What follows belongs to an exercise in optimizing a design on an open flow for a short achievable clock period and few clock cycles; a production flow would make more cautious choices.
Where RTL was checked, it was by simulation tests only, not by an equivalence proof against the original.
No activity file was given, so power comes from the tool's default toggle rates.

==> job 4017: inputs <==
==> flow/design.v (excerpt) <==
module zcs8_core (
    input  wire        clk,
    input  wire        rst,
    output wire        imem_req,
    output wire [15:0] imem_addr,
    input  wire        imem_ack,
    input  wire [7:0]  imem_rdata,
    input  wire        imem_err,
    output wire        dmem_req,
    output wire        dmem_we,
    output wire [15:0] dmem_addr,
    output wire [7:0]  dmem_wdata,
    input  wire        dmem_ack,
    input  wire [7:0]  dmem_rdata,
    input  wire        dmem_err,
    output wire        halted,
    output wire        faulted,
    output wire [1:0]  fault_code,
    output wire        fault_ram,
    output wire        fault_write,
    output wire [15:0] fault_info,
    output wire [7:0]  reg_a,
    output wire [7:0]  reg_b,
    output wire [7:0]  reg_c,
    output wire [7:0]  reg_d,
    output wire [7:0]  reg_e,
    output wire [7:0]  reg_h,
    output wire [7:0]  reg_l,
    output wire [7:0]  reg_t,
    output wire [15:0] reg_sp,
    output wire [15:0] reg_pc,
    output wire        flag_z,
    output wire        flag_s,
    output wire        flag_p,
    output wire        flag_cy
);
==> flow/config.mk <==
export PLATFORM = sky130hd
export DESIGN_NAME = zcs8_core
export DESIGN_NICKNAME = zcs8_core
export VERILOG_FILES = /design/flow/design.v
export SDC_FILE = /design/flow/constraint.sdc
export NUM_CORES = 4
export LEC_CHECK = 0
export CAP_MARGIN = 20
export CORE_MARGIN = 2
export CORE_UTILIZATION = 40
export SLEW_MARGIN = 20
==> flow/constraint.sdc <==
create_clock -name core_clock -period 10.0 [get_ports {clk}]
set_input_delay 2.0000 -clock core_clock [delete_from_list [all_inputs] [get_ports {clk}]]
set_output_delay 2.0000 -clock core_clock [all_outputs]
set_load 0.01 [all_outputs]
run.sh (not shown) runs the stock make flow with config.mk's settings and CLKGATE_MAP_FILE= SYNTH_SCRIPT=/design/flow/synth_recipe.tcl, a recipe that flattens the netlist after the stock synthesis.
==> inputs of job 8700, as changes to job 4017 <==
--- a/flow/design.v
+++ b/flow/design.v
@@ -30,20 +30,20 @@
     output wire [15:0] reg_sp,
     output wire [15:0] reg_pc,
     output wire        flag_z,
     output wire        flag_s,
     output wire        flag_p,
     output wire        flag_cy
 );
-    localparam AW = 8;
+    localparam AW = 7;
     localparam LW = 3;
     localparam N  = 1 << AW;
     localparam NL = 1 << (AW - LW);
     localparam TW = 16 - AW;
-    localparam [15:0] PF_LIMIT = 16'd128;
+    localparam [15:0] PF_LIMIT = 16'd64;
     localparam [2:0] R_A = 3'd0, R_H = 3'd5, R_L = 3'd6;
     reg  [7:0]  rf [0:6];
     reg  [7:0]  t;
     reg  [15:0] sp;
     reg  [15:0] pc;
     reg         fz, fs, fp, fcy;
     reg         running, halt_r, fault_r;
Settings changed: ABC_CLOCK_PERIOD_IN_PS set to 4000, SETUP_SLACK_MARGIN set to 5.
==> inputs of job 6319, as changes to job 4017 <==
--- a/flow/design.v
+++ b/flow/design.v
@@ -30,20 +30,20 @@
     output wire [15:0] reg_sp,
     output wire [15:0] reg_pc,
     output wire        flag_z,
     output wire        flag_s,
     output wire        flag_p,
     output wire        flag_cy
 );
-    localparam AW = 8;
+    localparam AW = 7;
     localparam LW = 3;
     localparam N  = 1 << AW;
     localparam NL = 1 << (AW - LW);
     localparam TW = 16 - AW;
-    localparam [15:0] PF_LIMIT = 16'd128;
+    localparam [15:0] PF_LIMIT = 16'd64;
     localparam [2:0] R_A = 3'd0, R_H = 3'd5, R_L = 3'd6;
     reg  [7:0]  rf [0:6];
     reg  [7:0]  t;
     reg  [15:0] sp;
     reg  [15:0] pc;
     reg         fz, fs, fp, fcy;
     reg         running, halt_r, fault_r;
@@ -54,15 +54,15 @@
     reg  [8:0]    cdata [0:N-1];      
     reg  [N-1:0]  cvalid;
     reg  [TW-1:0] ctag [0:NL-1];
     reg         ibusy;
     reg  [15:0] iaddr_q;
     reg  [15:0] ppc;
     reg  [15:0] fpc;
-    wire [15:0] fpc1 = fpc + 16'd1;
+    reg  [15:0] fpc1;                
     wire [AW-1:0]    i0 = fpc[AW-1:0];
     wire [AW-1:0]    i1 = fpc1[AW-1:0];
     wire [8:0]       b0 = cdata[i0];
     wire [8:0]       b1 = cdata[i1];
     wire             v0 = cvalid[i0] && (ctag[i0[AW-1:LW]] == fpc[15:AW]);
     wire             v1 = cvalid[i1] && (ctag[i1[AW-1:LW]] == fpc1[15:AW]);
     wire             f_ldi = (b0[7:3] == 5'd0) && (b0[2:0] != 3'd7);
@@ -132,27 +132,30 @@
     wire d_ack  = dpend && dmem_ack;
     wire d_kill = d_ack && dmem_err;
     wire e_stall = dpend && (!dmem_ack || (is_mem && !e_ferr) || dep);
     wire e_fire  = running && e_valid && !e_stall && !d_kill;
     wire e_redir = e_fire && !e_ferr && (is_lpc || (is_jmp && (jflag == e_op[3])));
     wire e_take  = !e_valid || e_fire;
     wire [15:0] pf_dist = ppc - fpc;
-    assign imem_req  = !ibusy && (pf_dist < PF_LIMIT);
+    reg         pf_ok;
+    assign imem_req  = !ibusy && pf_ok;
     assign imem_addr = ppc;
     wire i_fill = ibusy && imem_ack;
     wire f_redir = e_take && !f_ok && !e_redir && (f_miss != ppc) &&
                    !(ibusy && (iaddr_q == f_miss));
     integer i;
     always @(posedge clk) begin
         if (rst) begin
             cvalid <= {N{1'b0}};
             ibusy  <= 1'b0;
             iaddr_q <= 16'h0000;
             ppc    <= 16'h0000;
+            pf_ok  <= 1'b1;
         end else begin
+            pf_ok <= (pf_dist < PF_LIMIT);
             if (i_fill) begin
                 ibusy <= 1'b0;
                 cdata[iaddr_q[AW-1:0]] <= {imem_err, imem_rdata};
                 if (ctag[iaddr_q[AW-1:LW]] != iaddr_q[15:AW]) begin
                     ctag[iaddr_q[AW-1:LW]] <= iaddr_q[15:AW];
                     for (i = 0; i < N; i = i + 1)
                         if (i[AW-1:LW] == iaddr_q[AW-1:LW])
@@ -185,14 +188,15 @@
             halt_r  <= 1'b0;
             fault_r <= 1'b0;
             fcode   <= 2'd0;
             fram    <= 1'b0;
             fwrite  <= 1'b0;
             finfo   <= 16'h0000;
             fpc     <= 16'h0000;
+            fpc1    <= 16'h0001;
             e_valid <= 1'b0;
             e_op    <= 8'h00;
             e_imm   <= 8'h00;
             e_immerr <= 1'b0;
             e_operr <= 1'b0;
             e_pc    <= 16'h0000;
             e_npc   <= 16'h0000;
@@ -207,19 +211,23 @@
                 e_valid  <= f_ok && !e_redir;
                 e_op     <= b0[7:0];
                 e_imm    <= b1[7:0];
                 e_immerr <= b1[8];
                 e_operr  <= b0[8];
                 e_pc     <= fpc;
                 e_npc    <= (f_ldi && !b0[8]) ? fpc + 16'd2 : fpc1;
-                if (f_ok && !b0[8])
-                    fpc <= (f_ldi) ? fpc + 16'd2 : fpc1;
+                if (f_ok && !b0[8]) begin
+                    fpc  <= f_ldi ? fpc + 16'd2 : fpc1;
+                    fpc1 <= f_ldi ? fpc + 16'd3 : fpc + 16'd2;
+                end
+            end
+            if (e_redir) begin
+                fpc  <= hl;
+                fpc1 <= hl + 16'd1;
             end
-            if (e_redir)
-                fpc <= hl;
             if (d_ack) begin
                 dpend <= 1'b0;
                 if (dmem_err) begin
                     running <= 1'b0;
                     fault_r <= 1'b1;
                     fcode   <= 2'd1;
                     fram    <= 1'b1;
Settings changed: ABC_CLOCK_PERIOD_IN_PS set to 4000, SETUP_SLACK_MARGIN set to 5.
==> comparison <==
Via count, lowest first: job 6319, job 8700, job 4017. Of job 4017 and job 8700, job 4017 has the higher flip-flop and latch count (gap 1394). The lowest power belongs to job 8700, the highest to job 4017. Area after synthesis: job 8700 < job 6319 < job 4017. Synthesized cell count, highest first: job 4017, job 8700, job 6319. Combinational power, lowest first: job 8700, job 6319, job 4017. Against job 4017, the critical path depth of job 6319 is lower by 3. The highest wire length belongs to job 4017, the lowest to job 6319. In job 4017 the core utilization is lower than in job 6319, by 1.1 points. Clock-buffer cell count: job 4017 > job 8700 > job 6319.
==> figures <==
| metric | job 6319 | job 8700 | job 4017 |
|---|---|---|---|
| Sum of routed wire length over all layers | 292 mm | 304 mm | 545 mm |
| HP Start | dwe_q | e_npc[4] | e_imm[7] |
| Total GRT Usage | 25.7% | 26.7% | 27.4% |
| Result of the run | timing/DRC/antenna clean | timing/DRC/antenna clean | timing/DRC/antenna clean |
| Number of well taps | 2854 | 2854 | 5060 |
| Number of cells on the critical path | 11 | 8 | 14 |
| Largest vdd supply drop | 167 uV | 156 uV | 143 uV |
| Largest clock skew in the final design | 0.0459 ns | 0.0575 ns | 0.0730 ns |
| RSZ-0062 raised after global routing | yes | yes | no |
| Post-synthesis share of cell area spent on xor and xnor gates | 1.90% | 2.01% | 1.08% |
| Max-slew headroom at the worst pin | 13.3% | 17.1% | 13.3% |
| Synth Instances | 5834 | 6442 | 9915 |
| Total vias in the final route | 58181 | 62857 | 102907 |
| Sequential element share of the synthesized area | 54.7% | 54.5% | 57.0% |
| CP endpoint | - | imem_req | imem_req |
| Required time worst endpoint | 10.67 ns | 8.00 ns | 8.00 ns |
| Switching Fraction | 25.1% | 24.0% | 23.4% |
| Initial Utilization | 40.3% | 40.2% | 40.1% |
| TritonCTS Sinks | 1713 | 1692 | 3086 |
| Clk pwr share | 42.8% | 44.5% | 44.2% |
| Max FO, Critical Path | 149 | 10 | 25 |
Testbench counts of job 4017, summed over its fixed seeds: cycles 143,596.
The RTL of job 8700 and job 6319 was laid out without a check of its function.

========
==> cedar: inputs <==
zcs8_core, a different RTL version from the one above (not shown whole).
clock: 10.0 ns
lec_check: 0
abc_clock_period_in_ps: 4000
cap_margin: 20
core_margin: 2
core_utilization: 40
setup_slack_margin: 5
slew_margin: 20
==> tundra (differences from cedar) <==
==> flow/flow/run.sh (new file) <==
#!/bin/bash
set -o pipefail
bash standard.sh SETUP_SLACK_MARGIN=6.5 finish > flow_make.log 2>&1
==> flow/standard.sh (new file) <==
#!/bin/bash
# synth_recipe.tcl (not shown) runs the flow's synth.tcl, then flattens the netlist and writes it again
# the make line also repeats each setting of config.mk as NAME=value (left out here)
make -C /OpenROAD-flow-scripts/flow DESIGN_CONFIG=/design/flow/config.mk WORK_HOME=/design/flow/orfs CLKGATE_MAP_FILE= SYNTH_SCRIPT=/design/flow/synth_recipe.tcl "${@:-finish}"
Settings changed: ABC_CLOCK_PERIOD_IN_PS 4000 to 3500, TNS_END_PERCENT set to 10.
removed: flow/run.sh
==> notes <==
Between cedar and tundra, the lower first-iteration DRC count is in cedar (gap about 0.6%, measured against tundra).
Synthesized cell count is the same in tundra and cedar.
Of tundra and cedar, tundra has the higher utilization (gap 0.061 points).
Between tundra and cedar, the lower total power is in cedar (gap about 1.7%, measured against cedar).
Against tundra, the clock power of cedar is lower by about 2.5%.
tundra completed with no timing, DRC or antenna violations. cedar passed the timing, design-rule and antenna checks.
In cedar the register-to-register slack is better than in tundra, by 0.19 ns.
In sequential power, cedar and tundra hardly differ.
Testbench counts of cedar, summed over its fixed seeds: cycles 115,267.
Testbench counts of tundra, summed over its fixed seeds: cycles 115,267.

==> port drivers added, routing unchanged <==
Ports are ideal in the flow. The routed layouts listed here were re-timed in OpenROAD. Step 1: set_driving_cell puts a clkbuf_16 on clk and a buf_2 on each other input, an assumption about the parent block. Step 2 times the ports against the registers' clock, not the clock port: input delays grow and output delays shrink by t, the midpoint of the rising clock arrivals with the driver on. Three values: no drivers, after step 1, after step 2; two values: the first two.
| run | shift t [ns] | setup slack, ns | cell pins on the clock port's net |
|---|---|---|---|
| job 4017 | 1.044 | 1.850 / 1.745 / 2.639 | 1 |
| job 8700 | 0.926 | 4.668 / 4.576 / 4.173 | 1 |
| job 6319 | 0.936 | 4.915 / 4.915 / 4.227 | 1 |
| cedar | 1.034 | 4.062 / 4.062 / 3.772 | 1 |
| tundra | 1.020 | 3.876 / 3.876 / 3.876 | 1 |
After both steps setup and hold are still met in every run listed. For job 6319, which loses most, drivers alone change the setup slack by 0.000 ns; drivers and shift together by -0.688 ns.
